This design comes from an exercise in tuning for small area, a short achievable clock period and few clock cycles per item on the open sky130 flow, not from production work. In this exercise RTL edits were held to simulation tests only and were not proved equivalent to the original. Power figures rest on the tool's default switching activity, not on a simulated workload.

==> flow/design.v <==
module curve_tangler (
    input  wire        clk,
    input  wire        rst,         
    input  wire        cmd_valid,
    output wire        cmd_ready,
    input  wire [1:0]  cmd_op,
    input  wire [63:0] cmd_arg,
    output wire        rsp_valid,
    input  wire        rsp_ready,
    output wire [63:0] rsp_data
);
    localparam OP_ZENT = 2'd0;
    localparam OP_ZDET = 2'd1;
    localparam OP_HENT = 2'd2;
    localparam OP_HDET = 2'd3;
    localparam S_IDLE = 2'd0;
    localparam S_HENT = 2'd1;    
    localparam S_HDET = 2'd2;    
    localparam S_RESP = 2'd3;    
    reg  [1:0]  state;
    reg  [4:0]  step;            
    reg  [31:0] hx, hy;          
    reg  [63:0] ht;              
    reg  [63:0] result;
    assign cmd_ready = (state == S_IDLE);
    assign rsp_valid = (state == S_RESP);
    assign rsp_data  = result;
    wire [31:0] arg_x = cmd_arg[63:32];
    wire [31:0] arg_y = cmd_arg[31:0];
    reg [63:0] z_ent;
    reg [31:0] z_det_x, z_det_y;
    integer i;
    always @(*) begin
        for (i = 0; i < 32; i = i + 1) begin
            z_ent[2*i]     = arg_x[i];
            z_ent[2*i + 1] = arg_y[i];
            z_det_x[i]     = cmd_arg[2*i];
            z_det_y[i]     = cmd_arg[2*i + 1];
        end
    end
    wire        ent_rx = hx[31];
    wire        ent_ry = hy[31];
    wire        det_rx = ht[1];
    wire        det_ry = ht[0] ^ ht[1];
    wire        rx = (state == S_HENT) ? ent_rx : det_rx;
    wire        ry = (state == S_HENT) ? ent_ry : det_ry;
    reg  [31:0] rot_x, rot_y;
    always @(*) begin
        if (ry) begin
            rot_x = hx;
            rot_y = hy;
        end else if (!rx) begin
            rot_x = hy;
            rot_y = hx;
        end else begin
            rot_x = ~hy;
            rot_y = ~hx;
        end
    end
    always @(posedge clk) begin
        if (rst) begin
            state  <= S_IDLE;
            step   <= 5'd0;
            hx     <= 32'd0;
            hy     <= 32'd0;
            ht     <= 64'd0;
            result <= 64'd0;
        end else begin
            case (state)
            S_IDLE: begin
                if (cmd_valid) begin
                    step <= 5'd0;
                    case (cmd_op)
                    OP_ZENT: begin
                        result <= z_ent;
                        state  <= S_RESP;
                    end
                    OP_ZDET: begin
                        result <= {z_det_x, z_det_y};
                        state  <= S_RESP;
                    end
                    OP_HENT: begin
                        hx    <= arg_x;
                        hy    <= arg_y;
                        ht    <= 64'd0;
                        state <= S_HENT;
                    end
                    default: begin  
                        hx    <= 32'd0;
                        hy    <= 32'd0;
                        ht    <= cmd_arg;
                        state <= S_HDET;
                    end
                    endcase
                end
            end
            S_HENT: begin
                ht   <= {ht[61:0], ent_rx, ent_rx ^ ent_ry};
                hx   <= {rot_x[30:0], 1'b0};
                hy   <= {rot_y[30:0], 1'b0};
                step <= step + 5'd1;
                if (step == 5'd31) begin
                    result <= {ht[61:0], ent_rx, ent_rx ^ ent_ry};
                    state  <= S_RESP;
                end
            end
            S_HDET: begin
                ht   <= {2'b00, ht[63:2]};
                hx   <= {det_rx, rot_x[31:1]};
                hy   <= {det_ry, rot_y[31:1]};
                step <= step + 5'd1;
                if (step == 5'd31) begin
                    result <= {det_rx, rot_x[31:1], det_ry, rot_y[31:1]};
                    state  <= S_RESP;
                end
            end
            default: begin  
                if (rsp_ready)
                    state <= S_IDLE;
            end
            endcase
        end
    end
endmodule
==> flow/run.sh <==
#!/bin/bash
# synth_recipe.tcl (not shown) runs the flow's synth.tcl, then flattens the netlist and writes it again
# the make line also repeats each setting of config.mk as NAME=value (left out here)
make -C /OpenROAD-flow-scripts/flow DESIGN_CONFIG=/design/flow/config.mk WORK_HOME=/design/flow/orfs CLKGATE_MAP_FILE= SYNTH_SCRIPT=/design/flow/synth_recipe.tcl finish
==> flow/config.mk <==
export PLATFORM = sky130hd
export DESIGN_NAME = curve_tangler
export DESIGN_NICKNAME = curve_tangler
export VERILOG_FILES = /design/flow/design.v
export SDC_FILE = /design/flow/constraint.sdc
export NUM_CORES = 4
export LEC_CHECK = 0
export CAP_MARGIN = 20
export CORE_MARGIN = 2
export CORE_UTILIZATION = 30
export GPL_ROUTABILITY_DRIVEN = 1
export PLACE_DENSITY = 0.45
export SLEW_MARGIN = 20
==> flow/constraint.sdc <==
create_clock -name core_clock -period 10.0 [get_ports {clk}]
set_input_delay 2.0000 -clock core_clock [delete_from_list [all_inputs] [get_ports {clk}]]
set_output_delay 2.0000 -clock core_clock [all_outputs]
set_load 0.01 [all_outputs]
==> run summary <==
-- critical path, stage by stage --
cell and delay [ns]:
clkdlybuf4s50_1 0.67, nand2_1 0.18, a21oi_4 0.20, buf_4 0.53
buf_4 0.69, o211ai_1 0.19, a21oi_1 0.16, nor3_1 0.07
-- power groups by stage --
stage,Clock [mW],Combinational (mW),Sequential [mW]
2_1_floorplan,0,2.28,1.46
3_3_place_gp,0,3.36,1.55
3_5_place_dp,0,3.38,1.55
4_1_cts,0.737,3.39,1.54
5_1_grt,0.761,3.69,1.60
6_report,0.728,3.40,1.55
-- worst max path at each step --
stage,start,to,slack (ns),cells after the start
after floorplan,cmd_op[1],result[0]$_SDFFE_PP0P_,6.75,5
after global placement,cmd_op[1],hy[27]$_SDFFE_PP0P_,5.21,8
after detailed placement,cmd_op[1],hy[26]$_SDFFE_PP0P_,5.16,8
after CTS,cmd_op[1],hy[27]$_SDFFE_PP0P_,5.64,8
after global routing,cmd_op[1],hy[27]$_SDFFE_PP0P_,5.40,8
final,cmd_op[1],hy[27]$_SDFFE_PP0P_,5.59,8
-- flip-flops by register name, indices dropped and copies added (netlist names) --
name	count
ht	64
hy	32
step	5
state	2
hx	32
result	64
-- synth_stat cells (24+ instances only) --
cell type	number	share of area, %
a21oi_1	64	2.7
mux2_2	51	4.9
a222oi_1	61	5.2
and3_1	27	1.4
buf_2	24	1.0
nor2_1	176	5.6
a311oi_1	46	3.4
nand2_1	234	7.4
a211oi_1	123	7.8
xnor2_1	58	4.3
clkbuf_1	130	4.1
dfxtp_1	199	34
nand3_1	30	1.3
a221oi_1	79	5.9
-- metrics by stage --
stage / setup WS (ns) / utilization (%)
after floorplan: 6.75 / -
after global placement: 5.21 / 34.5
after detailed placement: 5.16 / 34.5
after CTS: 5.64 / 36.0
after global routing: 5.40 / 36.0
final: 5.59 / 36.0
-- cell families (layout without fill, tap and decap cells) --
family | count (synthesis) | in the layout | synth area share (%)
xor gates and xnor gates | 64 | 64 | 4.81
buffers and inverters | 174 | 196 | 6.13
and+or+nand+nor | 510 | 510 | 17.8
muxes | 60 | 60 | 5.69
adders and majority gates | 8 | 8 | 0.847
DFF | 199 | 199 | 33.7
AOI/OAI and AO/OA | 454 | 454 | 31.0
-- area by class of cell --
| cell class | instances | area, um2 | share of cell area [%] |
|---|---|---|---|
| multi-input cells | 1096 | 7190 | 51.5 |
| clock buffers | 20 | 457 | 3.27 |
| inverters | 7 | 26.3 | 0.188 |
| clock inverters | 10 | 124 | 0.887 |
| well taps | 518 | 648 | 4.64 |
| flip-flops and latches | 199 | 3980 | 28.5 |
| repair buffers | 159 | 1530 | 11.0 |
-- per-layer routing --
metal,GRT usage (%),up-vias
li1,-,5589
met1,36.7,6017
met2,40.3,596
met3,3.21,89
met4,10.0,0
met5,0,-
==> metrics.md <==
| Metric | Value |
|---|---|
| Status | complete, no violations |
| Vias | between 10000 and 15000 |
| Post-CTS resize count | 0 |
| Largest net degree at the start of global routing | 90 |
| Gr ovfl total | 0 |
| Sink Count | 199 |
| Hold buffers post-CTS | 0 |
| Startpoint types | input pin |
| Worst reg2reg endpoint | result[27]$_SDFFE_PP0P_ |
| Detailed Route WL | 54100 um |
| Antenna-violating nets left | 0 |
| Worst path required time | 10.31 ns |
| MaxCap Viol Count | 0 |
| P_leak | 4.75 nW |
| Ys flop type | dfxtp_1 |
| Fin area | 0.0140 mm2 |
| Cell variety after synth | 51 |
| Initial core utilization | between 30% and 40% |
| Sequential element share of the synthesized area | around a third |
| First-pass GRT wire length | 80800 um |
| Tot GR Track Use | 26.0% |
| Placed cells | about 2000 |
| Most frequent cells in the layout | nand2_1 (234), dfxtp_1 (199), nor2_1 (174) |
| Setup Skew | 0.0145 ns |
| Mean Syn Cell Area | slightly above 8 um2 |
| Core Footprint | 0.0387 mm2 |
| Slew Limit Fails | 0 |
| Layout cells sized above 1 | 8.58% |
| Hold_sp | step[4]$_SDFFE_PP0P_ |
| Sw power | 2.78 mW |
| H-tree levels | 4 |
| Comb power frac | 59.9% |
| Core Rows | 72 |
| Ys Warns | 1 |
| Setup crit end kind | register |
| Met2 Wirelength | 24600 um |
| CTS Buf Count | 17 |
| # setup viols final | 0 |
| Worst-path clk slew | 0.08 ns |
| Highest routed layer | met4 |
| Synth Register Bits | 199 |
| CP max FO | 64 |
| Non-Filler Instances | 2009 |
| Synth-to-Final Area Change | 18.2% |
| Placement Cell Area | 0.0134 mm2 |
| Reg2reg start | state[0]$_SDFFE_PP0P_ |
| Port bufs | around 140 |
| Actual slew at the worst max-slew pin | 1.13 ns |
| RePlAce Congestion | 0.817 |
| Skew-Pair Late Insertion Delay | 0.46 ns |
| Internal power | roughly 2.9 mW |
| DRT Pass-1 Iters | 9 |
| Maximum vdd ir drop | around 0.20 mV |
| Post-route minimum period | 4.41 ns |
| Initial antenna violation count | 0 |
| CTS Buffer Depth | 2 |
| Sequential power share | 27.3% |
| DRC | 0 |
| Vias per cell | 6.12 |
| Fill count | between 4000 and 5000 |
| Share of async-settable or async-resettable flops after synthesis | 0% |
| Final hold vios | 0 |
| Power Total | 5.67 mW |
| Reg2Reg Setup Slack | around 6.4 ns |
| Fin Hold WS | ~0.46 ns |
| Fmax | 227 MHz |
| Drt wl/cell | around 27 um |
| Clock power frac | 12.8% |
| Die Ht | 202 um |
| Commonest non-fill, non-tap cell in the layout | nand2_1 |
| Switching Fraction | 49.1% |
| Reg2Reg Depth | 7 |
| CTS Root Cell | clkbuf_16 |
| HPWL after DPL | 34800 um |
| Worst Hold Class | reg -> reg |
| Gate Count Post-Synth | 1469 |
| Number of synthesized flops with an enable pin | 0 |
| Initial DRC Count | between 1500 and 2000 |
| PD cells | between 400 and 500 mW/mm2 |
| Unrepaired setup endpoints after global routing | false |
| Worst hold stages | 2 |
| Hold Path End | step[4]$_SDFFE_PP0P_ |
| Syn Nets | 1547 |
| Post-CTS setup buffer count | 0 |
| I/O pins | 136 |
| Ant. Diodes | 0 |
| Crit path kind | in -> reg |
| Die X | slightly above 200 um |
| CTS tree | done |
| Nets | 1558 |
| Critical path arrival | 4.72 ns |
| Mapped cell area | 0.0118 mm2 |
| Slew headroom | between 20% and 30% |
| WL met3 | 3600 um |
| Setup TNS | 0 ns |
| Vias in the first global route | 11600 |
| DIE AREA | 0.0410 mm2 |
| Wl on met1 | 23900 um |
| Part of the cycle the worst path needs | roughly 44% |
Testbench counts, summed over its fixed seeds: cycles 175,712, items 8,000.

==> port drivers added, routing unchanged <==
No port has a modelled driver above. Below, the same layout with a new extraction and two added sets of constraints.
Step 1 (the two cells are an assumption about what drives the block):
set clk [get_ports {clk}]
set_driving_cell -lib_cell sky130_fd_sc_hd__clkbuf_16 $clk
set_driving_cell -lib_cell sky130_fd_sc_hd__buf_2 [delete_from_list [all_inputs] $clk]
Step 2 moves the port delays by t, midway between the first and last clock arrival at a register: inputs arrive t later, outputs are due t later. That takes back most of the time a late clock gives input paths.
Slacks: ideal ports / drivers / drivers and shift; pairs: ideal ports / drivers.
t (ns): 0.507
slack for setup (ns): 5.591 / 5.620 / 5.113
cell pins on the clock port's net: 1
After both steps this run still meets setup and hold. The setup slack of this run moves by +0.029 ns with the drivers and by -0.478 ns with both steps.
